Context: an optimization exercise on an open-source flow, tuned for small area, a short achievable clock period and few clock cycles. The choices shown serve that exercise and are no tape-out recipe. Only simulation tests tie the RTL to the original design; equivalence was not proved. No activity file was given, so power comes from the tool's default toggle rates.

File: flow/design.v
module drp_predictor (
    input  wire        clk,
    input  wire        rst,
    input  wire        cmd_valid,
    output wire        cmd_ready,
    input  wire [2:0]  cmd_op,
    input  wire [15:0] cmd_arg,
    input  wire [31:0] cmd_data,
    output reg         resp_valid,
    output reg  [3:0]  resp_status,
    output reg         resp_flag,
    output reg  [31:0] resp_result
);
    localparam [31:0] MULT32 = 32'h9E3779B1;
    localparam        NB     = 16;
    localparam        DEPTH  = 4;
    localparam [2:0] OP_NOP   = 3'd0;
    localparam [2:0] OP_INIT  = 3'd1;
    localparam [2:0] OP_HASH  = 3'd2;
    localparam [2:0] OP_PRED  = 3'd3;
    localparam [2:0] OP_RHIT  = 3'd4;
    localparam [2:0] OP_DREAD = 3'd5;
    localparam [2:0] OP_RENC  = 3'd6;
    localparam [2:0] OP_RDEC  = 3'd7;
    localparam [3:0] ST_OK      = 4'd0;
    localparam [3:0] ST_CORRUPT = 4'd1;
    localparam [3:0] ST_ILLEGAL = 4'd4;
    localparam [3:0] ST_WRONG   = 4'd5;
    function [14:0] code_of;    
        input [7:0] r;
        begin
            if (r == 8'd0)        code_of = {4'd3,  11'd0};
            else if (r <= 8'd2)   code_of = {4'd4,  11'd2   + {3'd0, r} - 11'd1};
            else if (r <= 8'd6)   code_of = {4'd5,  11'd8   + {3'd0, r} - 11'd3};
            else if (r <= 8'd14)  code_of = {4'd6,  11'd24  + {3'd0, r} - 11'd7};
            else if (r <= 8'd30)  code_of = {4'd7,  11'd64  + {3'd0, r} - 11'd15};
            else if (r <= 8'd62)  code_of = {4'd8,  11'd160 + {3'd0, r} - 11'd31};
            else if (r <= 8'd126) code_of = {4'd9,  11'd384 + {3'd0, r} - 11'd63};
            else if (r <= 8'd190) code_of = {4'd10, 11'd896 + {3'd0, r} - 11'd127};
            else                  code_of = {4'd11, 11'd1920 + {3'd0, r} - 11'd191};
        end
    endfunction
    function [12:0] decode_window;
        input [10:0] v;
        begin
            if (v[10:8] == 3'b000)
                decode_window = {1'b1, 4'd3, 8'd0};
            else if (v[10:7] <= 4'd3)
                decode_window = {1'b1, 4'd4, 8'd1 + {4'd0, v[10:7]} - 8'd2};
            else if (v[10:6] <= 5'd11)
                decode_window = {1'b1, 4'd5, 8'd3 + {3'd0, v[10:6]} - 8'd8};
            else if (v[10:5] <= 6'd31)
                decode_window = {1'b1, 4'd6, 8'd7 + {2'd0, v[10:5]} - 8'd24};
            else if (v[10:4] <= 7'd79)
                decode_window = {1'b1, 4'd7, 8'd15 + {1'd0, v[10:4]} - 8'd64};
            else if (v[10:3] <= 8'd191)
                decode_window = {1'b1, 4'd8, 8'd31 + v[10:3] - 8'd160};
            else if (v[10:2] <= 9'd447)
                decode_window = {1'b1, 4'd9, 8'd63 + v[9:2] - 8'd128};
            else if (v[10:1] <= 10'd959)
                decode_window = {1'b1, 4'd10, 8'd127 + v[8:1] - 8'd128};
            else if (v <= 11'd1984)
                decode_window = {1'b1, 4'd11, 8'd191 + v[7:0] - 8'd128};
            else
                decode_window = {1'b0, 4'd0, 8'd0};
        end
    endfunction
    integer i, j;
    reg        inited;
    reg [2:0]  hbits;                        
    reg [NB*DEPTH*32-1:0] ent;               
    reg [NB*DEPTH-1:0]    vld;               
    assign cmd_ready = 1'b1;
    reg        a_v;
    reg [2:0]  a_op;
    reg [15:0] a_arg;
    reg [31:0] a_data;
    always @(posedge clk) begin
        a_v    <= cmd_valid && !rst;
        a_op   <= cmd_op;
        a_arg  <= cmd_arg;
        a_data <= cmd_data;
    end
    wire ua1 = a_data[24] ^ a_data[20];
    wire ua2 = a_data[24] & a_data[20];
    wire ua3 = a_data[25] ^ a_data[21] ^ ~a_data[10];
    wire ua4 = (a_data[25] & a_data[21]) | (a_data[25] & ~a_data[10]) | (a_data[21] & ~a_data[10]);
    wire ua5 = a_data[26] ^ a_data[22] ^ ~a_data[11];
    wire ua6 = (a_data[26] & a_data[22]) | (a_data[26] & ~a_data[11]) | (a_data[22] & ~a_data[11]);
    wire ua7 = a_data[27] ^ a_data[23] ^ ~a_data[12];
    wire ua8 = (a_data[27] & a_data[23]) | (a_data[27] & ~a_data[12]) | (a_data[23] & ~a_data[12]);
    wire ua9 = a_data[28] ^ a_data[24] ^ ~a_data[13];
    wire ua10 = (a_data[28] & a_data[24]) | (a_data[28] & ~a_data[13]) | (a_data[24] & ~a_data[13]);
    wire ua11 = a_data[29] ^ a_data[25] ^ ~a_data[14];
    wire ua12 = (a_data[29] & a_data[25]) | (a_data[29] & ~a_data[14]) | (a_data[25] & ~a_data[14]);
    wire ua13 = a_data[30] ^ a_data[26] ^ ~a_data[15];
    wire ua14 = (a_data[30] & a_data[26]) | (a_data[30] & ~a_data[15]) | (a_data[26] & ~a_data[15]);
    wire ua15 = a_data[31] ^ a_data[27] ^ ~a_data[16];
    wire ua16 = a_data[15] ^ a_data[11];
    wire ua17 = a_data[15] & a_data[11];
    wire ua18 = a_data[16] ^ a_data[12];
    wire ua19 = a_data[16] & a_data[12];
    wire ua20 = a_data[17] ^ a_data[13];
    wire ua21 = a_data[17] & a_data[13];
    wire ua22 = a_data[18] ^ a_data[14];
    wire ua23 = a_data[18] & a_data[14];
    wire ua24 = a_data[19] ^ a_data[15] ^ ~a_data[4];
    wire ua25 = (a_data[19] & a_data[15]) | (a_data[19] & ~a_data[4]) | (a_data[15] & ~a_data[4]);
    wire ua26 = a_data[20] ^ a_data[16] ^ ~a_data[5];
    wire ua27 = (a_data[20] & a_data[16]) | (a_data[20] & ~a_data[5]) | (a_data[16] & ~a_data[5]);
    wire ua28 = a_data[21] ^ a_data[17] ^ ~a_data[6];
    wire ua29 = (a_data[21] & a_data[17]) | (a_data[21] & ~a_data[6]) | (a_data[17] & ~a_data[6]);
    wire ua30 = a_data[22] ^ a_data[18] ^ ~a_data[7];
    wire ua31 = (a_data[22] & a_data[18]) | (a_data[22] & ~a_data[7]) | (a_data[18] & ~a_data[7]);
    wire ua32 = a_data[23] ^ a_data[19] ^ ~a_data[8];
    wire ua33 = (a_data[23] & a_data[19]) | (a_data[23] & ~a_data[8]) | (a_data[19] & ~a_data[8]);
    wire ua34 = ua1 ^ ~a_data[9] ^ a_data[5];
    wire ua35 = (ua1 & ~a_data[9]) | (ua1 & a_data[5]) | (~a_data[9] & a_data[5]);
    wire ua36 = ua2 ^ ua3 ^ a_data[6];
    wire ua37 = (ua2 & ua3) | (ua2 & a_data[6]) | (ua3 & a_data[6]);
    wire ua38 = ua4 ^ ua5 ^ a_data[7];
    wire ua39 = (ua4 & ua5) | (ua4 & a_data[7]) | (ua5 & a_data[7]);
    wire ua40 = ua6 ^ ua7 ^ a_data[8];
    wire ua41 = (ua6 & ua7) | (ua6 & a_data[8]) | (ua7 & a_data[8]);
    wire ua42 = ua8 ^ ua9 ^ a_data[9];
    wire ua43 = (ua8 & ua9) | (ua8 & a_data[9]) | (ua9 & a_data[9]);
    wire ua44 = ua10 ^ ua11 ^ a_data[10];
    wire ua45 = (ua10 & ua11) | (ua10 & a_data[10]) | (ua11 & a_data[10]);
    wire ua46 = ua12 ^ ua13 ^ a_data[11];
    wire ua47 = (ua12 & ua13) | (ua12 & a_data[11]) | (ua13 & a_data[11]);
    wire ua48 = ua14 ^ ua15 ^ a_data[12];
    wire ua49 = ua16 ^ ~a_data[0];
    wire ua50 = ua16 & ~a_data[0];
    wire ua51 = ua17 ^ ua18 ^ ~a_data[1];
    wire ua52 = (ua17 & ua18) | (ua17 & ~a_data[1]) | (ua18 & ~a_data[1]);
    wire ua53 = ua19 ^ ua20 ^ ~a_data[2];
    wire ua54 = (ua19 & ua20) | (ua19 & ~a_data[2]) | (ua20 & ~a_data[2]);
    wire ua55 = ua21 ^ ua22 ^ ~a_data[3];
    wire ua56 = (ua21 & ua22) | (ua21 & ~a_data[3]) | (ua22 & ~a_data[3]);
    wire ua57 = ua23 ^ ua24 ^ a_data[0];
    wire ua58 = (ua23 & ua24) | (ua23 & a_data[0]) | (ua24 & a_data[0]);
    wire ua59 = ua25 ^ ua26 ^ a_data[1];
    wire ua60 = (ua25 & ua26) | (ua25 & a_data[1]) | (ua26 & a_data[1]);
    wire ua61 = ua27 ^ ua28 ^ a_data[2];
    wire ua62 = (ua27 & ua28) | (ua27 & a_data[2]) | (ua28 & a_data[2]);
    wire ua63 = ua29 ^ ua30 ^ a_data[3];
    wire ua64 = (ua29 & ua30) | (ua29 & a_data[3]) | (ua30 & a_data[3]);
    wire ua65 = ua31 ^ ua32 ^ a_data[4];
    wire ua66 = (ua31 & ua32) | (ua31 & a_data[4]) | (ua32 & a_data[4]);
    wire ua67 = ua33 ^ ua34 ^ a_data[0];
    wire ua68 = (ua33 & ua34) | (ua33 & a_data[0]) | (ua34 & a_data[0]);
    wire ua69 = ua35 ^ ua36 ^ a_data[1];
    wire ua70 = (ua35 & ua36) | (ua35 & a_data[1]) | (ua36 & a_data[1]);
    wire ua71 = ua37 ^ ua38 ^ a_data[2];
    wire ua72 = (ua37 & ua38) | (ua37 & a_data[2]) | (ua38 & a_data[2]);
    wire ua73 = ua39 ^ ua40 ^ a_data[3];
    wire ua74 = (ua39 & ua40) | (ua39 & a_data[3]) | (ua40 & a_data[3]);
    wire ua75 = ua41 ^ ua42 ^ a_data[4];
    wire ua76 = (ua41 & ua42) | (ua41 & a_data[4]) | (ua42 & a_data[4]);
    wire ua77 = ua43 ^ ua44 ^ a_data[5];
    wire ua78 = (ua43 & ua44) | (ua43 & a_data[5]) | (ua44 & a_data[5]);
    wire ua79 = ua45 ^ ua46 ^ a_data[6];
    wire ua80 = (ua45 & ua46) | (ua45 & a_data[6]) | (ua46 & a_data[6]);
    wire ua81 = ua47 ^ ua48 ^ a_data[7];
    wire [31:0] ua_r0 = {ua80, ua78, ua76, ua74, ua72, ua70, ua68, ua66, ua64, ua62, ua60, ua58, ua56, ua54, ua52, ua50, ua49, a_data[14], a_data[13], a_data[12], a_data[11], a_data[10], a_data[9], a_data[8], a_data[7], a_data[6], a_data[5], a_data[4], a_data[3], a_data[2], a_data[1], a_data[0]};
    wire [31:0] ua_r1 = {ua81, ua79, ua77, ua75, ua73, ua71, ua69, ua67, ua65, ua63, ua61, ua59, ua57, ua55, ua53, ua51, 1'b1, a_data[10], a_data[9], a_data[8], a_data[7], a_data[6], a_data[5], a_data[4], a_data[3], a_data[2], a_data[1], a_data[0], 1'b0, 1'b0, 1'b0, 1'b0};
    wire [31:0] u_sum = ua_r0 + ua_r1;
    wire [14:0] a_code = code_of(a_arg[7:0]);
    wire [12:0] a_dec  = decode_window(a_data[10:0]);
    reg        c_v;
    reg [2:0]  c_op;
    reg [31:0] c_u;          
    reg [31:0] c_w;          
    reg        c_dec_ok;     
    reg        c_bhi0;       
    reg [3:0]  c_bk;         
    reg [2:0]  c_rk;         
    reg        c_rk_lt4;     
    reg        c_init_ok;    
    always @(posedge clk) begin
        c_v       <= a_v && !rst;
        c_op      <= a_op;
        c_u       <= u_sum;
        c_w       <= (a_op == OP_RENC) ? {12'd0, a_code[14:11], 5'd0, a_code[10:0]} :
                     (a_op == OP_RDEC) ? {12'd0, a_dec[11:8], 8'd0, a_dec[7:0]} : a_data;
        c_dec_ok  <= a_dec[12];
        c_bhi0    <= (a_arg[15:12] == 4'd0);
        c_bk      <= a_arg[11:8];
        c_rk      <= a_arg[2:0];
        c_rk_lt4  <= (a_arg[7:2] == 6'd0);
        c_init_ok <= (a_arg[7:0] != 8'd0) && (a_arg[7:0] <= 8'd4);
    end
    reg        b_v, b_pred, b_rhit, b_dread, b_init;
    reg [3:0]  b_st;
    reg        b_fl;
    reg [31:0] b_w;          
    reg [3:0]  b_bk;         
    reg [NB-1:0] b_sel;      
    reg [1:0]  b_r;          
    reg        x_init;       
    reg        x_upd;        
    reg [3:0]  x_bk;         
    reg [NB-1:0] x_sel;      
    reg [DEPTH-1:1] x_sh;    
    reg [31:0] x_new0;       
    wire       init_b   = b_v && b_init;
    wire       init_x   = resp_valid && x_init;
    wire       inited_f = inited || init_b || init_x;
    wire [2:0] hbits_f  = init_b ? b_bk[2:0] : init_x ? x_bk[2:0] : hbits;
    wire hb1 = c_u[7] ^ c_u[2];
    wire hb2 = c_u[7] & c_u[2];
    wire hb3 = c_u[8] ^ c_u[3];
    wire hb4 = c_u[8] & c_u[3];
    wire hb5 = c_u[9] ^ c_u[4];
    wire hb6 = c_u[9] & c_u[4];
    wire hb7 = c_u[10] ^ c_u[5];
    wire hb8 = c_u[10] & c_u[5];
    wire hb9 = c_u[11] ^ c_u[6];
    wire hb10 = c_u[11] & c_u[6];
    wire hb11 = c_u[12] ^ c_u[7];
    wire hb12 = c_u[12] & c_u[7];
    wire hb13 = c_u[13] ^ c_u[8];
    wire hb14 = c_u[13] & c_u[8];
    wire hb15 = c_u[14] ^ c_u[9];
    wire hb16 = c_u[14] & c_u[9];
    wire hb17 = c_u[15] ^ c_u[10];
    wire hb18 = c_u[15] & c_u[10];
    wire hb19 = c_u[16] ^ c_u[11];
    wire hb20 = c_u[16] & c_u[11];
    wire hb21 = c_u[17] ^ c_u[12];
    wire hb22 = c_u[17] & c_u[12];
    wire hb23 = c_u[18] ^ c_u[13];
    wire hb24 = c_u[18] & c_u[13];
    wire hb25 = c_u[19] ^ c_u[14];
    wire hb26 = c_u[19] & c_u[14];
    wire hb27 = c_u[20] ^ c_u[15];
    wire hb28 = c_u[20] & c_u[15];
    wire hb29 = c_u[21] ^ c_u[16];
    wire hb30 = c_u[21] & c_u[16];
    wire hb31 = c_u[22] ^ c_u[17];
    wire hb32 = c_u[22] & c_u[17];
    wire hb33 = c_u[23] ^ c_u[18];
    wire hb34 = c_u[23] & c_u[18];
    wire hb35 = c_u[24] ^ c_u[19];
    wire hb36 = c_u[24] & c_u[19];
    wire hb37 = c_u[25] ^ c_u[20];
    wire hb38 = c_u[25] & c_u[20];
    wire hb39 = c_u[26] ^ c_u[21];
    wire hb40 = c_u[26] & c_u[21];
    wire hb41 = c_u[27] ^ c_u[22];
    wire hb42 = c_u[27] & c_u[22];
    wire hb43 = c_u[28] ^ c_u[23];
    wire hb44 = c_u[28] & c_u[23];
    wire hb45 = c_u[29] ^ c_u[24];
    wire hb46 = c_u[29] & c_u[24];
    wire hb47 = c_u[30] ^ c_u[25];
    wire hb48 = c_u[30] & c_u[25];
    wire hb49 = c_u[31] ^ c_u[26];
    wire hb50 = hb1 ^ ~c_u[0];
    wire hb51 = hb1 & ~c_u[0];
    wire hb52 = hb2 ^ hb3 ^ ~c_u[1];
    wire hb53 = (hb2 & hb3) | (hb2 & ~c_u[1]) | (hb3 & ~c_u[1]);
    wire hb54 = hb4 ^ hb5 ^ ~c_u[2];
    wire hb55 = (hb4 & hb5) | (hb4 & ~c_u[2]) | (hb5 & ~c_u[2]);
    wire hb56 = hb6 ^ hb7 ^ ~c_u[3];
    wire hb57 = (hb6 & hb7) | (hb6 & ~c_u[3]) | (hb7 & ~c_u[3]);
    wire hb58 = hb8 ^ hb9 ^ ~c_u[4];
    wire hb59 = (hb8 & hb9) | (hb8 & ~c_u[4]) | (hb9 & ~c_u[4]);
    wire hb60 = hb10 ^ hb11 ^ ~c_u[5];
    wire hb61 = (hb10 & hb11) | (hb10 & ~c_u[5]) | (hb11 & ~c_u[5]);
    wire hb62 = hb12 ^ hb13 ^ ~c_u[6];
    wire hb63 = (hb12 & hb13) | (hb12 & ~c_u[6]) | (hb13 & ~c_u[6]);
    wire hb64 = hb14 ^ hb15 ^ ~c_u[7];
    wire hb65 = (hb14 & hb15) | (hb14 & ~c_u[7]) | (hb15 & ~c_u[7]);
    wire hb66 = hb16 ^ hb17 ^ ~c_u[8];
    wire hb67 = (hb16 & hb17) | (hb16 & ~c_u[8]) | (hb17 & ~c_u[8]);
    wire hb68 = hb18 ^ hb19 ^ ~c_u[9];
    wire hb69 = (hb18 & hb19) | (hb18 & ~c_u[9]) | (hb19 & ~c_u[9]);
    wire hb70 = hb20 ^ hb21 ^ ~c_u[10];
    wire hb71 = (hb20 & hb21) | (hb20 & ~c_u[10]) | (hb21 & ~c_u[10]);
    wire hb72 = hb22 ^ hb23 ^ ~c_u[11];
    wire hb73 = (hb22 & hb23) | (hb22 & ~c_u[11]) | (hb23 & ~c_u[11]);
    wire hb74 = hb24 ^ hb25 ^ ~c_u[12];
    wire hb75 = (hb24 & hb25) | (hb24 & ~c_u[12]) | (hb25 & ~c_u[12]);
    wire hb76 = hb26 ^ hb27 ^ ~c_u[13];
    wire hb77 = (hb26 & hb27) | (hb26 & ~c_u[13]) | (hb27 & ~c_u[13]);
    wire hb78 = hb28 ^ hb29 ^ ~c_u[14];
    wire hb79 = (hb28 & hb29) | (hb28 & ~c_u[14]) | (hb29 & ~c_u[14]);
    wire hb80 = hb30 ^ hb31 ^ ~c_u[15];
    wire hb81 = (hb30 & hb31) | (hb30 & ~c_u[15]) | (hb31 & ~c_u[15]);
    wire hb82 = hb32 ^ hb33 ^ ~c_u[16];
    wire hb83 = (hb32 & hb33) | (hb32 & ~c_u[16]) | (hb33 & ~c_u[16]);
    wire hb84 = hb34 ^ hb35 ^ ~c_u[17];
    wire hb85 = (hb34 & hb35) | (hb34 & ~c_u[17]) | (hb35 & ~c_u[17]);
    wire hb86 = hb36 ^ hb37 ^ ~c_u[18];
    wire hb87 = (hb36 & hb37) | (hb36 & ~c_u[18]) | (hb37 & ~c_u[18]);
    wire hb88 = hb38 ^ hb39 ^ ~c_u[19];
    wire hb89 = (hb38 & hb39) | (hb38 & ~c_u[19]) | (hb39 & ~c_u[19]);
    wire hb90 = hb40 ^ hb41 ^ ~c_u[20];
    wire hb91 = (hb40 & hb41) | (hb40 & ~c_u[20]) | (hb41 & ~c_u[20]);
    wire hb92 = hb42 ^ hb43 ^ ~c_u[21];
    wire hb93 = (hb42 & hb43) | (hb42 & ~c_u[21]) | (hb43 & ~c_u[21]);
    wire hb94 = hb44 ^ hb45 ^ ~c_u[22];
    wire hb95 = (hb44 & hb45) | (hb44 & ~c_u[22]) | (hb45 & ~c_u[22]);
    wire hb96 = hb46 ^ hb47 ^ ~c_u[23];
    wire hb97 = (hb46 & hb47) | (hb46 & ~c_u[23]) | (hb47 & ~c_u[23]);
    wire hb98 = hb48 ^ hb49 ^ ~c_u[24];
    wire [31:0] hb_r0 = {hb97, hb95, hb93, hb91, hb89, hb87, hb85, hb83, hb81, hb79, hb77, hb75, hb73, hb71, hb69, hb67, hb65, hb63, hb61, hb59, hb57, hb55, hb53, hb51, hb50, c_u[6], c_u[5], c_u[4], c_u[3], c_u[2], c_u[1], c_u[0]};
    wire [31:0] hb_r1 = {hb98, hb96, hb94, hb92, hb90, hb88, hb86, hb84, hb82, hb80, hb78, hb76, hb74, hb72, hb70, hb68, hb66, hb64, hb62, hb60, hb58, hb56, hb54, hb52, 1'b1, c_u[1], c_u[0], 1'b0, 1'b0, 1'b0, 1'b0, 1'b0};
    wire hg0_0 = (hb_r0[6] & hb_r1[6]) | ((hb_r0[6] | hb_r1[6]) & (hb_r0[5] & hb_r1[5]));
    wire hp0_0 = (hb_r0[6] | hb_r1[6]) & (hb_r0[5] | hb_r1[5]);
    wire hg0_1 = (hb_r0[8] & hb_r1[8]) | ((hb_r0[8] | hb_r1[8]) & (hb_r0[7] & hb_r1[7]));
    wire hp0_1 = (hb_r0[8] | hb_r1[8]) & (hb_r0[7] | hb_r1[7]);
    wire hg0_2 = (hb_r0[10] & hb_r1[10]) | ((hb_r0[10] | hb_r1[10]) & (hb_r0[9] & hb_r1[9]));
    wire hp0_2 = (hb_r0[10] | hb_r1[10]) & (hb_r0[9] | hb_r1[9]);
    wire hg0_3 = (hb_r0[12] & hb_r1[12]) | ((hb_r0[12] | hb_r1[12]) & (hb_r0[11] & hb_r1[11]));
    wire hp0_3 = (hb_r0[12] | hb_r1[12]) & (hb_r0[11] | hb_r1[11]);
    wire hg0_4 = (hb_r0[14] & hb_r1[14]) | ((hb_r0[14] | hb_r1[14]) & (hb_r0[13] & hb_r1[13]));
    wire hp0_4 = (hb_r0[14] | hb_r1[14]) & (hb_r0[13] | hb_r1[13]);
    wire hg0_5 = (hb_r0[16] & hb_r1[16]) | ((hb_r0[16] | hb_r1[16]) & (hb_r0[15] & hb_r1[15]));
    wire hp0_5 = (hb_r0[16] | hb_r1[16]) & (hb_r0[15] | hb_r1[15]);
    wire hg0_6 = (hb_r0[18] & hb_r1[18]) | ((hb_r0[18] | hb_r1[18]) & (hb_r0[17] & hb_r1[17]));
    wire hp0_6 = (hb_r0[18] | hb_r1[18]) & (hb_r0[17] | hb_r1[17]);
    wire hg0_7 = (hb_r0[20] & hb_r1[20]) | ((hb_r0[20] | hb_r1[20]) & (hb_r0[19] & hb_r1[19]));
    wire hp0_7 = (hb_r0[20] | hb_r1[20]) & (hb_r0[19] | hb_r1[19]);
    wire hg0_8 = (hb_r0[22] & hb_r1[22]) | ((hb_r0[22] | hb_r1[22]) & (hb_r0[21] & hb_r1[21]));
    wire hp0_8 = (hb_r0[22] | hb_r1[22]) & (hb_r0[21] | hb_r1[21]);
    wire hg0_9 = (hb_r0[24] & hb_r1[24]) | ((hb_r0[24] | hb_r1[24]) & (hb_r0[23] & hb_r1[23]));
    wire hp0_9 = (hb_r0[24] | hb_r1[24]) & (hb_r0[23] | hb_r1[23]);
    wire hg0_10 = (hb_r0[26] & hb_r1[26]) | ((hb_r0[26] | hb_r1[26]) & (hb_r0[25] & hb_r1[25]));
    wire hp0_10 = (hb_r0[26] | hb_r1[26]) & (hb_r0[25] | hb_r1[25]);
    wire hg1_0 = hg0_1 | (hp0_1 & hg0_0);
    wire hp1_0 = hp0_1 & hp0_0;
    wire hg1_1 = hg0_3 | (hp0_3 & hg0_2);
    wire hp1_1 = hp0_3 & hp0_2;
    wire hg1_2 = hg0_5 | (hp0_5 & hg0_4);
    wire hp1_2 = hp0_5 & hp0_4;
    wire hg1_3 = hg0_7 | (hp0_7 & hg0_6);
    wire hp1_3 = hp0_7 & hp0_6;
    wire hg1_4 = hg0_9 | (hp0_9 & hg0_8);
    wire hp1_4 = hp0_9 & hp0_8;
    wire hg1_5 = (hb_r0[27] & hb_r1[27]) | ((hb_r0[27] | hb_r1[27]) & hg0_10);
    wire hp1_5 = (hb_r0[27] | hb_r1[27]) & hp0_10;
    wire hg2_0 = hg1_1 | (hp1_1 & hg1_0);
    wire hp2_0 = hp1_1 & hp1_0;
    wire hg2_1 = hg1_3 | (hp1_3 & hg1_2);
    wire hp2_1 = hp1_3 & hp1_2;
    wire hg2_2 = hg1_5 | (hp1_5 & hg1_4);
    wire hp2_2 = hp1_5 & hp1_4;
    wire hg3_0 = hg2_1 | (hp2_1 & hg2_0);
    wire hp3_0 = hp2_1 & hp2_0;
    wire hg4_0 = hg2_2 | (hp2_2 & hg3_0);
    wire hp4_0 = hp2_2 & hp3_0;
    wire hash_c = hg4_0;
    wire [3:0] hash_t0 = hb_r0[31:28] + hb_r1[31:28];
    wire [3:0] hash_t1 = hb_r0[31:28] + hb_r1[31:28] + 4'd1;
    wire [3:0]  hash4   = hash_c ? hash_t1 : hash_t0;
    wire [3:0]  hash_b  = hash4 >> (3'd4 - hbits_f);
    wire        c_b_ok  = c_bhi0 && ({1'b0, c_bk} < (5'd1 << hbits_f));
    reg        h_pred, h_rhit, h_dread, h_init;
    reg [3:0]  h_st;
    reg        h_fl;
    reg [31:0] h_w;
    reg [3:0]  h_b;
    always @(*) begin
        h_pred  = 1'b0;
        h_rhit  = 1'b0;
        h_dread = 1'b0;
        h_init  = 1'b0;
        h_st    = ST_OK;
        h_fl    = 1'b0;
        h_w     = 32'd0;
        h_b     = hash_b;
        case (c_op)
            OP_NOP: ;
            OP_INIT: begin
                h_b = {1'b0, c_rk};
                if (!c_init_ok) h_st = ST_ILLEGAL;
                else          h_init = 1'b1;
            end
            OP_HASH: begin
                if (!inited_f) h_st = ST_WRONG;
                else begin
                    h_fl = 1'b1;
                    h_w  = {28'd0, hash_b};
                end
            end
            OP_PRED: begin
                if (!inited_f) h_st = ST_WRONG;
                else begin
                    h_pred = 1'b1;
                    h_w    = c_w;
                end
            end
            OP_RHIT: begin
                h_b = c_bk;
                if (!inited_f) h_st = ST_WRONG;
                else if (!c_b_ok || !c_rk_lt4) h_st = ST_CORRUPT;
                else h_rhit = 1'b1;
            end
            OP_DREAD: begin
                h_b = c_bk;
                if (!inited_f) h_st = ST_WRONG;
                else if (!c_b_ok || !c_rk_lt4) h_st = ST_ILLEGAL;
                else h_dread = 1'b1;
            end
            OP_RENC: begin
                h_fl = 1'b1;
                h_w  = c_w;
            end
            OP_RDEC: begin
                if (!c_dec_ok) h_st = ST_CORRUPT;
                else begin
                    h_fl = 1'b1;
                    h_w  = c_w;
                end
            end
        endcase
    end
    always @(posedge clk) begin
        b_v     <= c_v && !rst;
        b_pred  <= h_pred;
        b_rhit  <= h_rhit;
        b_dread <= h_dread;
        b_init  <= h_init;
        b_st    <= h_st;
        b_fl    <= h_fl;
        b_w     <= h_w;
        b_bk    <= h_b;
        b_sel   <= 16'd1 << h_b;
        b_r     <= c_rk[1:0];
    end
    reg [31:0] list [0:DEPTH-1];
    reg [DEPTH-1:0] lv;
    always @(*) begin
        for (j = 0; j < DEPTH; j = j + 1) begin
            list[j] = 32'd0;
            lv[j]   = 1'b0;
            for (i = 0; i < NB; i = i + 1) begin
                list[j] = list[j] | ({32{b_sel[i]}} & ent[32*(DEPTH*i + j) +: 32]);
                lv[j]   = lv[j] | (b_sel[i] & vld[DEPTH*i + j]);
            end
        end
    end
    reg [DEPTH-1:0] m;
    always @(*) begin
        for (j = 0; j < DEPTH; j = j + 1)
            m[j] = lv[j] && (list[j] == b_w);
    end
    wire        same    = x_upd && (x_bk == b_bk);
    wire [DEPTH-1:0] x_shv = {x_sh, 1'b0};
    wire [1:0]  rd_idx  = (same && x_shv[b_r]) ? b_r - 2'd1 : b_r;
    wire [31:0] rd_cur  = list[rd_idx];
    wire        eq_new0 = (b_w == x_new0);
    reg [DEPTH-1:0] m_n, lv_n;
    reg [31:0]      rdw_n;
    always @(*) begin
        m_n   = m;
        lv_n  = lv;
        rdw_n = rd_cur;
        if (init_x) begin
            m_n  = {DEPTH{1'b0}};
            lv_n = {DEPTH{1'b0}};
        end else if (same) begin
            m_n[0]  = eq_new0;
            lv_n[0] = 1'b1;
            for (j = 1; j < DEPTH; j = j + 1) begin
                if (x_sh[j]) begin
                    m_n[j]  = m[j-1];
                    lv_n[j] = lv[j-1];
                end
            end
            if (b_r == 2'd0)           rdw_n = x_new0;
        end
    end
    wire       rd_ok = lv_n[b_r];
    wire [2:0] occ   = lv_n[3] ? 3'd4 : lv_n[2] ? 3'd3 : lv_n[1] ? 3'd2 : lv_n[0] ? 3'd1 : 3'd0;
    reg [DEPTH-1:1] sh;
    always @(*) begin
        for (j = 1; j < DEPTH; j = j + 1)
            sh[j] = b_pred ? ~|(m_n & ((4'd1 << j) - 4'd1)) : (j <= b_r);
    end
    wire [31:0] pred_res = {8'd0, m_n[3], 1'b0, m_n[1] | m_n[2], m_n[2],
                            1'b0, m_n[1] | m_n[2] | m_n[3], m_n[0], m_n[0] | m_n[3],
                            4'd0, b_bk, 6'd0, m_n[2] | m_n[3], m_n[1] | m_n[3]};
    reg [3:0]  r_status;
    reg        r_flag;
    reg [31:0] r_result;
    always @(*) begin
        r_status = b_st;
        r_flag   = b_fl;
        r_result = b_w;
        if (b_pred) begin
            r_flag   = |m_n;
            r_result = pred_res;
        end else if (b_rhit) begin
            r_status = rd_ok ? ST_OK : ST_CORRUPT;
            r_flag   = rd_ok;
            r_result = rd_ok ? rdw_n : 32'd0;
        end else if (b_dread) begin
            r_flag   = rd_ok;
            r_result = rd_ok ? rdw_n : {29'd0, occ};
        end
    end
    always @(posedge clk) begin
        resp_valid  <= b_v && !rst;
        resp_status <= r_status;
        resp_flag   <= r_flag;
        resp_result <= r_result;
        x_init      <= b_init;
        x_upd       <= b_v && !rst && (b_pred || (b_rhit && rd_ok));
        x_bk        <= b_bk;
        x_sel       <= b_sel;
        x_sh        <= sh;
        x_new0      <= b_pred ? b_w : rdw_n;
    end
    always @(posedge clk) begin
        for (i = 0; i < NB; i = i + 1) begin
            if (init_x) begin
                for (j = 0; j < DEPTH; j = j + 1)
                    vld[DEPTH*i+j] <= 1'b0;
            end else if (x_upd && x_sel[i]) begin
                ent[32*DEPTH*i +: 32] <= x_new0;
                vld[DEPTH*i]          <= 1'b1;
                for (j = 1; j < DEPTH; j = j + 1) begin
                    if (x_sh[j]) begin
                        ent[32*(DEPTH*i+j) +: 32] <= ent[32*(DEPTH*i+j-1) +: 32];
                        vld[DEPTH*i+j]            <= vld[DEPTH*i+j-1];
                    end
                end
            end
        end
    end
    always @(posedge clk) begin
        if (rst) begin
            inited <= 1'b0;
            hbits  <= 3'd4;
        end else if (init_x) begin
            inited <= 1'b1;
            hbits  <= x_bk[2:0];
        end
    end
endmodule
File: flow/flow/run.sh
#!/bin/bash
set -euo pipefail
bash standard.sh SETUP_SLACK_MARGIN=8.5 MATCH_CELL_FOOTPRINT=0 \
    "BUFFER_PORTS_ARGS=-buffer_cell sky130_fd_sc_hd__buf_4" finish > standard.log 2>&1
File: flow/standard.sh
#!/bin/bash
# synth_recipe.tcl (not shown) runs the flow's synth.tcl, then flattens the netlist and writes it again
# the make line also repeats each setting of config.mk as NAME=value (left out here)
make -C /OpenROAD-flow-scripts/flow DESIGN_CONFIG=/design/flow/config.mk WORK_HOME=/design/flow/orfs CLKGATE_MAP_FILE= SYNTH_SCRIPT=/design/flow/synth_recipe.tcl "${@:-finish}"
File: flow/config.mk
export PLATFORM = sky130hd
export DESIGN_NAME = drp_predictor
export DESIGN_NICKNAME = drp_predictor
export VERILOG_FILES = /design/flow/design.v
export SDC_FILE = /design/flow/constraint.sdc
export NUM_CORES = 4
export LEC_CHECK = 0
export CAP_MARGIN = 20
export CORE_MARGIN = 2
export CORE_UTILIZATION = 60
export CTS_CLUSTER_DIAMETER = 60
export CTS_CLUSTER_SIZE = 30
export SLEW_MARGIN = 20
File: flow/constraint.sdc
create_clock -name core_clock -period 12.0 [get_ports {clk}]
set_input_delay 2.4000 -clock core_clock [delete_from_list [all_inputs] [get_ports {clk}]]
set_output_delay 2.4000 -clock core_clock [all_outputs]
set_load 0.01 [all_outputs]
==> results of run 1 <==
[cells in the mapped netlist, types with 9 or more instances]
cell and number:
mux2_2 28, a221oi_1 431, and3_1 26, a21o_1 14, nor2b_1 21, dfxtp_1 354, a21oi_1 122, a211oi_1 15
a22oi_1 241, fa_1 58, nand2b_1 17, nand4_1 43, xnor2_1 172, nor3_1 42, nand2_1 332, and4_1 93
and2_1 97, inv_1 120, ha_1 98, a22o_1 427, mux2i_1 10, buf_2 108, buf_1 90, or2_2 10
o211ai_1 12, o22ai_1 10, a31oi_1 43, nor4_1 42, o21ai_0 33, nor2_1 183, xor2_1 63, nand3_1 162
o21bai_1 9, clkbuf_1 172, edfxtp_1 2048
[cell families (layout without fill, tap and decap cells)]
logic type / after synthesis / in the layout / synth area share [%]
AO/OA/AOI/OAI: 1441 / 1442 / 12.5
multiplexers: 39 / 39 / 0.473
adder cells (fa/ha/maj): 160 / 160 / 2.62
flip-flops: 2402 / 2402 / 74.0
AND/OR/NAND/NOR: 1087 / 1087 / 5.97
XOR/XNOR: 235 / 235 / 2.22
other: 2 / 13 / 0.00810
buffers and inverters: 498 / 777 / 2.18
[power by group through the flow]
stage	registers [W]	clock network [W]	logic, W
floorplan	0.00966	0	0.00275
CTS	0.00967	0.00576	0.00579
detailed placement	0.00989	0	0.00428
global route	0.00970	0.00604	0.00688
global placement	0.00988	0	0.00424
finish	0.00969	0.00580	0.00669
[how the worst min path moves through the flow]
| stage | end | slack, ns | cells after the start |
|---|---|---|---|
| detailed placement | c_bk[2]$_DFF_P_ | 0.31 | 0 |
| floorplan | c_bk[0]$_DFF_P_ | 0.31 | 0 |
| global placement | c_bk[0]$_DFF_P_ | 0.32 | 0 |
| global route | c_bk[0]$_DFF_P_ | 0.34 | 0 |
| finish | c_bk[2]$_DFF_P_ | 0.33 | 0 |
| CTS | c_bk[2]$_DFF_P_ | 0.33 | 0 |
[area by class of cell]
cell class              count  area (um^2)
flip-flops and latches   2402        68800
multi-input cells        2966        23800
well taps                2044         2560
inverters                 124          484
diodes                     10         25.0
clock buffers             156         3780
clock inverters           106         1490
repair buffers            391         4390
fillers                 10220        48400
[per-layer routing]
metal,routed length (um),vias to the layer above,GRT usage (%)
li1,-,23706,-
met1,121000,30583,59.3
met2,156000,6244,65.8
met3,60200,1482,16.8
met4,29200,20,28.4
met5,314,-,1.27
[stage by stage]
step | hold WS (ns) | total power, W | area [um^2] | util, % | setup slack [ns]
after floorplan | 0.310 | 0.0124 | 92700 | - | 8.52
after global placement | 0.315 | 0.0141 | 95700 | 62.3 | 6.75
after detailed placement | 0.312 | 0.0142 | 95700 | 62.3 | 6.84
after CTS | 0.332 | 0.0212 | 104000 | 67.5 | 8.22
after global routing | 0.339 | 0.0226 | 105000 | 68.5 | 8.16
final | 0.331 | 0.0222 | 105000 | 68.5 | 8.21
[cells in the final DEF (no fill, tap or decap), drive strengths merged, types with 63 or more instances in the layout]
cell / netlist / routed
a221oi: 436 / 436
a21oi: 122 / 122
nand2: 332 / 332
nor2: 183 / 183
a22o: 427 / 427
dfxtp: 354 / 354
edfxtp: 2048 / 2048
xnor2: 172 / 172
and4: 93 / 93
clkbuf: 172 / 172
ha: 98 / 98
inv: 120 / 162
xor2: 63 / 63
nand3: 162 / 162
buf: 202 / 375
a22oi: 241 / 241
and2: 97 / 97
[repair_timing]
action,in CTS,in global routing
pin swaps,59,51
setup buffers,75,61
setup endpoints to repair,523,191
gates cloned,8,8
resized for setup,427,179
hold buffers,0,0
[sequential cells by signal (all words and copies together) (netlist names), 16 cells and up]
register / count
ent: 2048
vld: 64
a_data: 32
b_w: 32
c_u: 32
c_w: 32
resp_result: 32
x_new0: 32
a_arg: 16
b_sel: 16
x_sel: 16
==> results.json, run 1 <==
{
  "min_period_ns": 3.79,
  "via_count": 62035,
  "cellLeakagePower_nw": 34.6,
  "netlist_instances": 5864,
  "r2r_cells": 12,
  "slowest_stage": "dfxtp_4",
  "cp.arrival_ns": 1.39,
  "grt_pass1_wl_um": 484000,
  "rr_startpoint": "c_u[6]$_DFF_P_",
  "final_nets": 6237,
  "critPathLaunchType": "flip-flop",
  "htree_levels": 4,
  "path_buf_inv": 1,
  "place_inst": 7775,
  "fin_crit_sh_pct": 31.6,
  "fin_tns_setup_ns": 0,
  "worstSetupPathType": "reg -> out",
  "fin_cells": 8199,
  "power_switching_share_pct": 33.0,
  "seqPwrFrac_pct": 43.7,
  "power.density_mw_per_mm2": 211,
  "hpwl_um": 209000,
  "antenna_found_initial": 15,
  "synth_top_area_share_pct": 66.4,
  "cp.required_ns": 9.60,
  "route.detailed.drc": 0,
  "drtPass1Iterations": 9,
  "grt_max_degree": 87,
  "async_flop_share_pct": 0,
  "synth-edff-count": 2048,
  "routed_wl_um": 367000,
  "crit_chain": "buf_6",
  "clock_sinks": 2402,
  "p_clk_share_pct": 26.1,
  "ys_warn_count": 2,
  "area_growth_pct": 13.6,
  "crit_cells": 1,
  "start_util_pct": 60.3,
  "syn-cell-area_mm2": 0.0927,
  "endpoint_kind": "primary output",
  "synthDistinctLibCells": 86,
  "reg2reg_slack_ns": 8.30,
  "ys_seq_area_share_pct": 74.0,
  "yosysTopAreaCell": "edfxtp_1",
  "grtUsageTotal_pct": 45.8,
  "maxCapViolations": 0,
  "gr-total-overflow": 0,
  "finClkSkew_ns": 0.0471,
  "crit_family": "flip-flops",
  "gp_routability_congestion": 0.981,
  "peakVddDrop_mv": 0.306,
  "synth_top_flop_cell": "edfxtp_1",
  "wire_per_inst_um": 44.8,
  "min-delay-start": "a_arg[10]$_DFF_P_",
  "holdCritPathClass": "reg -> reg",
  "core_region_area_mm2": 0.154,
  "cts.clk_slew.worst_paths_ns": 0.09,
  "ioPinCount": 93,
  "netlist_top_cells_area": "edfxtp_1, dfxtp_1, a221oi_1",
  "grt_setup_unrepaired": "true",
  "cts_buffer_depth": 3,
  "cts_tree": "built",
  "p_int_w": 0.0148,
  "post_drt_via_cell_ratio": 7.57,
  "dieArea_mm2": 0.158,
  "synth_seq_cells": 2402,
  "hold_violations": 0,
  "status": "no timing/DRC/antenna violations",
  "first_global_vias": 57982,
  "max_freq_mhz": 264,
  "relSlewSlack_pct": 14.8,
  "die_x_um": 397,
  "drt_iter0_drc": 11664,
  "switchingPower_w": 0.00733,
  "syn_area_per_cell_um2": 15.8,
  "ant_nets": 0,
  "p_comb_share_pct": 30.2,
  "tightest_slew_ns": 1.28,
  "clk_latency_ns": 0.84,
  "crit_start": "resp_result[23]$_DFF_P_",
  "root_buffer": "clkbuf_16",
  "cp_max_fo": 1,
  "worstSetupEndpoint": "resp_result[23]",
  "die_y_um": 397,
  "finalSetupViolations": 0,
  "numPortBuffers": 89,
  "r2r-end": "b_sel[13]$_SDFF_PN0_",
  "layout-drive-gt1-share_pct": 17.5,
  "numCtsBuffers": 142,
  "max_stage_delay_ns": 0.44,
  "rows": 144,
  "slew_viol_final": 0
}
Testbench counts, summed over its fixed seeds: cycles 16,024.
==> inputs of run 2 (changes only) <==
--- a/flow/config.mk
+++ b/flow/config.mk
@@ -8,5 +8,5 @@
 export CAP_MARGIN = 20
 export CORE_MARGIN = 2
-export CORE_UTILIZATION = 60
+export CORE_UTILIZATION = 70
 export CTS_CLUSTER_DIAMETER = 60
 export CTS_CLUSTER_SIZE = 30
==> run 2 against run 1 <==
Effect of this change:
- first-iteration DRC count grew 7.8%
- synthesized cell count is the same
- highest routed layer unchanged
- global-route usage grew 4.7 points
- hold slack lost 0.0048 ns
- critical endpoint is now resp_result[25]
- power shrank 1.7%
- sequential power is essentially flat
- count of clock-buffer cells in the layout grew 2
- maximum frequency shrank 0.86%
- critical path type unchanged
- still clean
- wire length shrank 5.2%
- clock power shrank 5.3%
- final area shrank 0.91%
==> results.json, run 2 <==
{
  "layout-drive-gt1-share_pct": 16.8,
  "async_flop_share_pct": 0,
  "cts_buffer_depth": 3,
  "synthDistinctLibCells": 86,
  "cp.required_ns": 9.60,
  "holdCritPathClass": "reg -> reg",
  "seqCellArea_mm2": 0.0688,
  "top_regs": "ent x2048, vld x64",
  "synthTopCellsByCount": "edfxtp_1, a221oi_1, a22o_1",
  "dieArea_mm2": 0.135,
  "crit_family": "flip-flops",
  "max_freq_mhz": 261,
  "syn-cell-area_mm2": 0.0927,
  "ys_seq_area_share_pct": 74.0,
  "die_y_um": 368,
  "gr-total-overflow": 0,
  "slowest_stage": "dfxtp_4",
  "synth_most_common_cell": "edfxtp_1",
  "final_nets": 6230,
  "hold_violations": 0,
  "post-route-util_pct": 79.4,
  "peakVddDrop_mv": 0.272,
  "drt_iter0_drc": 12574,
  "min_period_ns": 3.83,
  "cp.arrival_ns": 1.43,
  "total_power_w": 0.0218,
  "routed_wl_um": 348000,
  "post_drt_via_cell_ratio": 7.95,
  "yosysTopAreaCell": "edfxtp_1",
  "core_region_area_mm2": 0.131,
  "fin_crit_sh_pct": 31.9,
  "netlist_instances": 5864,
  "htree_levels": 4,
  "die_x_um": 368,
  "ys_warn_count": 2,
  "rows": 133,
  "grt_setup_unrepaired": "true",
  "slew_viol_final": 0,
  "worstSetupPathType": "reg -> out",
  "cts.clk_slew.worst_paths_ns": 0.10,
  "maxCapViolations": 0,
  "drtPass1Iterations": 10,
  "max_stage_delay_ns": 0.46,
  "gp_routability_congestion": 1.05,
  "synth_top_flop_cell": "edfxtp_1",
  "numPortBuffers": 89,
  "ioPinCount": 93,
  "grtUsageTotal_pct": 50.4,
  "relSlewSlack_pct": 11.1,
  "critPathLaunchType": "flip-flop",
  "crit_chain": "buf_6",
  "start_util_pct": 70.5,
  "power.density_mw_per_mm2": 209,
  "multiInputGateArea_mm2": 0.0237,
  "regMostFlops": "ent",
  "finClkSkew_ns": 0.0418,
  "status": "no timing/DRC/antenna violations",
  "route.detailed.drc": 0,
  "wire_per_inst_um": 44.0,
  "fin_cells": 7904,
  "grt_max_degree": 77,
  "final_cell_mix": "edfxtp_1, a22o_1, a221oi_1, nand2_1, dfxtp_1",
  "cts_tree": "built",
  "nFillCells": 7012,
  "cp_max_fo": 1,
  "cts_hold_buf": 0,
  "place_inst": 7488,
  "endpoint_kind": "primary output",
  "synth_top_area_share_pct": 66.4,
  "syn_area_per_cell_um2": 15.8,
  "layout_commonest_cell": "edfxtp_1",
  "hpwl_um": 198000,
  "ant_nets": 0,
  "netlist_top_cells_area": "edfxtp_1, dfxtp_1, a221oi_1",
  "tightest_slew_ns": 1.33,
  "antenna_found_initial": 17,
  "cellLeakagePower_nw": 34.4,
  "clock_sinks": 2402,
  "synth-edff-count": 2048,
  "numCtsBuffers": 138,
  "fin_tns_setup_ns": 0,
  "finalSetupViolations": 0,
  "path_buf_inv": 1,
  "first_global_vias": 59107,
  "via_count": 62805,
  "largest_reg_flops": 2048,
  "synth_seq_cells": 2402,
  "clk_latency_ns": 0.84,
  "grt_pass1_wl_um": 461000,
  "area_growth_pct": 12.6,
  "root_buffer": "clkbuf_16"
}
## run 2: cell counts after synthesis
No cell type changed its count.
## run 2: final cells by class
cell class	count	area share [%]
clock buffer	158	3.61
clock inverter	98	1.16
antenna	13	0.0312
sequential	2402	65.9
inverter	124	0.457
timing repair buffer	386	4.01
tap	1755	2.10
multi-input combinational	2968	22.7
## run 2: kinds of logic after synthesis
family	Yosys count	share of synthesized area [%]
compound gates	1441	12.5
xor+xnor	235	2.22
fa+ha+maj	160	2.62
buf+inv	498	2.18
flops	2402	74.0
mux	39	0.473
other cells	2	0.00810
simple gates	1087	5.97
## run 2: power by group
group | switching (W) | internal [W] | total [W]
clock network | 0.00296 | 0.00254 | 0.00549
registers | 0.000404 | 0.00930 | 0.00970
logic | 0.00385 | 0.00276 | 0.00661
## run 2: worst paths after layout
path	start	end	slack, ns	cells after the start
worst max-delay path	resp_result[25]$_SDFF_PP0_	resp_result[25]	8.17	1
worst min-delay path	a_arg[9]$_DFF_P_	c_bk[1]$_DFF_P_	0.33	0
worst max register to register	c_u[11]$_DFF_P_	b_sel[4]$_SDFF_PP0_	8.26	12
worst min register to register	a_arg[9]$_DFF_P_	c_bk[1]$_DFF_P_	0.33	0
## run 2: metrics by stage
step	area [um^2]	worst slack [ns]	hold WS [ns]
final	104000	8.17	0.327
after global routing	104000	8.14	0.332
after CTS	103000	8.21	0.331
after detailed placement	95400	7.22	0.314
after global placement	95400	7.26	0.311
after floorplan	92700	8.52	0.310
## run 2: what timing repair did
item                                    in CTS  in global routing
endpoints found under the setup margin    1106                407
pin swaps                                   58                 61
gates cloned                                 4                 10
resized for setup                          400                207
setup buffers                               62                 69
## run 2: per-layer routing
metal  global-route usage (%)  share of wire (%)
met1                     61.3                 29
met2                     71.2                 42
met4                     36.1                9.5
met3                     23.4                 19
met5                    0.962               0.12
==> inputs of run 3 (changes only) <==
==> flow/flow/run.sh (replaced) <==
#!/bin/bash
set -euo pipefail
bash standard.sh SETUP_SLACK_MARGIN=8.25 MATCH_CELL_FOOTPRINT=0 \
    "BUFFER_PORTS_ARGS=-buffer_cell sky130_fd_sc_hd__buf_4" finish > standard.log 2>&1
--- a/flow/config.mk
+++ b/flow/config.mk
@@ -8,5 +8,5 @@
 export CAP_MARGIN = 20
 export CORE_MARGIN = 2
-export CORE_UTILIZATION = 70
+export CORE_UTILIZATION = 60
 export CTS_CLUSTER_DIAMETER = 60
 export CTS_CLUSTER_SIZE = 30
==> run 3 against run 2 <==
Effect of this change:
- sequential power hardly changed
- register-to-register slack worse by 0.11 ns
- hold slack better by 0.0065 ns
- sequential share of layout area is 0.66 points higher
- area after synthesis stayed put
- via count is 3.5% lower
- critical endpoint is now x_sh[2]$_DFF_P_
- final area is 1.1% lower
==> results.json, run 3 <==
{
  "die_x_um": 397,
  "place_area_mm2": 0.0957,
  "clk_latency_ns": 0.82,
  "status": "no timing/DRC/antenna violations",
  "post_drt_via_cell_ratio": 7.48,
  "drtPass1Iterations": 9,
  "post-route-util_pct": 67.2,
  "yosysTopAreaCell": "edfxtp_1",
  "grt_max_degree": 87,
  "syn_area_per_cell_um2": 15.8,
  "hold_violations": 0,
  "cts_buffer_depth": 3,
  "p_int_w": 0.0143,
  "numCtsBuffers": 142,
  "slowest_stage": "dfxtp_4",
  "cp_max_fo": 39,
  "power.density_mw_per_mm2": 206,
  "antenna_found_initial": 11,
  "routed_wl_um": 356000,
  "max_stage_delay_ns": 0.64,
  "cts_tree": "built",
  "ioPinCount": 93,
  "clock_sinks": 2402,
  "synth_seq_cells": 2402,
  "crit_family": "simple AND/OR/NAND/NOR gates",
  "htree_levels": 4,
  "endpoint_kind": "flip-flop",
  "drt_iter0_drc": 11459,
  "netlist_instances": 5864,
  "relSlewSlack_pct": 16.3,
  "power_switching_share_pct": 32.9,
  "crit_start": "b_sel[10]$_SDFF_PN0_",
  "top_usage_layer": "met2",
  "finalSetupViolations": 0,
  "dieArea_mm2": 0.158,
  "layout_commonest_cell": "edfxtp_1",
  "wire_per_inst_um": 43.9,
  "area_growth_pct": 11.4,
  "regMostFlops": "ent",
  "gr-total-overflow": 0,
  "seqPwrFrac_pct": 45.7,
  "synthTopCellsByCount": "edfxtp_1, a221oi_1, a22o_1",
  "via_count": 60610,
  "synthDistinctLibCells": 86,
  "final_cell_mix": "edfxtp_1, a221oi_1, a22o_1, nand2_1, dfxtp_1",
  "path_buf_inv": 2,
  "grt_setup_unrepaired": "true",
  "worstSetupPathType": "reg -> reg",
  "seqCellArea_mm2": 0.0687,
  "cp_common_cell": "buf_8",
  "r2r-end": "x_sh[2]$_DFF_P_",
  "die_y_um": 397,
  "ys_warn_count": 2,
  "cp.required_ns": 12.67,
  "maxCapViolations": 0,
  "root_buffer": "clkbuf_16",
  "cts.clk_slew.worst_paths_ns": 0.09,
  "synth_top_flop_cell": "edfxtp_1",
  "gp_routability_congestion": 1.02,
  "fin_tns_setup_ns": 0,
  "start_util_pct": 60.3,
  "design_area_mm2": 0.103,
  "worstSetupEndpoint": "x_sh[2]$_DFF_P_",
  "reg2reg_slack_ns": 8.15,
  "ys_seq_area_share_pct": 74.0,
  "cp.arrival_ns": 4.52,
  "hpwl_um": 202000,
  "min_period_ns": 3.85,
  "netlist_top_cells_area": "edfxtp_1, dfxtp_1, a221oi_1",
  "p_clk_share_pct": 26.8,
  "tightest_slew_ns": 1.25,
  "layout-drive-gt1-share_pct": 14.3,
  "timing.hold.ws_ns": 0.333,
  "route.detailed.drc": 0,
  "r2r_cells": 11,
  "first_global_vias": 57324,
  "core_region_area_mm2": 0.154,
  "numPortBuffers": 89,
  "p_comb_share_pct": 27.4,
  "async_flop_share_pct": 0,
  "fin_crit_sh_pct": 32.1,
  "grt_pass1_wl_um": 473000,
  "grtUsageTotal_pct": 44.8,
  "synth-edff-count": 2048,
  "syn-cell-area_mm2": 0.0927,
  "rows": 144,
  "nFillCells": 10522,
  "slew_viol_final": 0,
  "critPathLaunchType": "flip-flop",
  "multiInputGateArea_mm2": 0.0231,
  "max_freq_mhz": 260,
  "crit_chain": "buf_8, buf_8, a22o_1, a221oi_1, and4_1, xnor2_1, nor4_4, nand4b_1, nor4_1, mux2i_1, o2bb2ai_1",
  "use_met2_pct": 65.6,
  "cellLeakagePower_nw": 33.7,
  "use_met1_pct": 57.7,
  "rr_startpoint": "b_sel[10]$_SDFF_PN0_",
  "synth_most_common_cell": "edfxtp_1",
  "switchingPower_w": 0.00699,
  "holdCritPathClass": "reg -> reg",
  "final_nets": 6143,
  "top_regs": "ent x2048, vld x64",
  "ant_nets": 0,
  "whs_path_depth": 0,
  "synth_top_area_share_pct": 66.4,
  "crit_cells": 11,
  "finClkSkew_ns": 0.0404,
  "grt_use_met3_pct": 15.8,
  "largest_reg_flops": 2048,
  "peakVddDrop_mv": 0.309
}
## run 3: worst reg2reg max path: stages (launching register included)
cell       delay [ns]
dfxtp_4          0.64
buf_8            0.46
buf_8            0.40
a22o_1           0.24
a221oi_1         0.05
and4_1           0.24
xnor2_1          0.29
nor4_4           0.50
nand4b_1         0.17
nor4_1           0.37
mux2i_1          0.21
o2bb2ai_1        0.16
## run 3: cell type report
| class | count | area share, % |
|---|---|---|
| inverter | 124 | 0.462 |
| multi-input combinational | 2966 | 22.4 |
| clock buffer | 160 | 3.74 |
| antenna | 6 | 0.0145 |
| tap | 2044 | 2.48 |
| sequential | 2402 | 66.6 |
| timing repair buffer | 297 | 3.03 |
| clock inverter | 105 | 1.29 |
## run 3: cell families after synthesis
kind of cell             share of synthesized area (%)
flip-flops                                        74.0
AND/OR/NAND/NOR                                   5.97
multiplexers                                     0.473
buffers and inverters                             2.18
other                                          0.00810
adder cells (fa/ha/maj)                           2.62
XOR/XNOR                                          2.22
AO/OA/AOI/OAI                                     12.5
## run 3: how the worst min path moves through the flow
stage	slack, ns	end	startpoint
after floorplan	0.31	c_bk[0]$_DFF_P_	a_arg[8]$_DFF_P_
after global placement	0.31	c_bk[2]$_DFF_P_	a_arg[10]$_DFF_P_
after detailed placement	0.31	c_bk[2]$_DFF_P_	a_arg[10]$_DFF_P_
after CTS	0.34	c_bk[1]$_DFF_P_	a_arg[9]$_DFF_P_
after global routing	0.35	c_bk[2]$_DFF_P_	a_arg[10]$_DFF_P_
final	0.33	c_bk[1]$_DFF_P_	a_arg[9]$_DFF_P_
## run 3: through the flow
stage	total power, W	std cells	worst slack, ns
2_1_floorplan	0.0124	5865	8.37
3_3_place_gp	0.0141	7754	7.18
6_report	0.0213	8104	8.15
4_1_cts	0.0202	8060	8.19
3_5_place_dp	0.0142	7754	7.15
5_1_grt	0.0217	8098	8.12
## run 3: layer usage
| metal | part of all wire (%) | vias up |
|---|---|---|
| met5 | 0.067 | - |
| met4 | 7.7 | 12 |
| met3 | 16 | 1361 |
| met2 | 43 | 5785 |
| met1 | 34 | 29957 |
| li1 | - | 23495 |
## run 3: timing repair
item	CTS	global route
buffers inserted	34	36
resized for setup	174	129
endpoints found under the setup margin	257	121
cloned	7	1
pin swaps	17	44
hold buffers	0	0
## run 3: power groups by stage
stage	Combinational [W]	Clock [W]	Sequential, W
6_report	0.00583	0.00571	0.00972
3_5_place_dp	0.00425	0	0.00991
3_3_place_gp	0.00421	0	0.00990
2_1_floorplan	0.00274	0	0.00966
4_1_cts	0.00482	0.00568	0.00970
5_1_grt	0.00604	0.00597	0.00974

[separate check: timing with driven ports]
The results above use ideal ports. As a check the final layouts listed here were re-extracted and re-timed, cells and wires unchanged.
Step 1 (the two cells are an assumption about what drives the block):
set clk [get_ports {clk}]
set_driving_cell -lib_cell sky130_fd_sc_hd__clkbuf_16 $clk
set_driving_cell -lib_cell sky130_fd_sc_hd__buf_2 [delete_from_list [all_inputs] $clk]
Step 2 moves the port delays by t, midway between the first and last clock arrival at a register: inputs arrive t later, outputs are due t later. That takes back most of the time a late clock gives input paths.
Three values: ideal, step 1, step 2; two values: the first two.
run	t, ns	setup slack, ns	clock arrival spread, ns
run 1	0.908	8.206 / 8.116 / 8.302	0.061 / 0.060
run 2	0.905	8.173 / 8.092 / 8.258	0.044 / 0.044
run 3	0.887	8.152 / 8.146 / 8.152	0.051 / 0.051
After both steps every run listed still meets setup and hold.
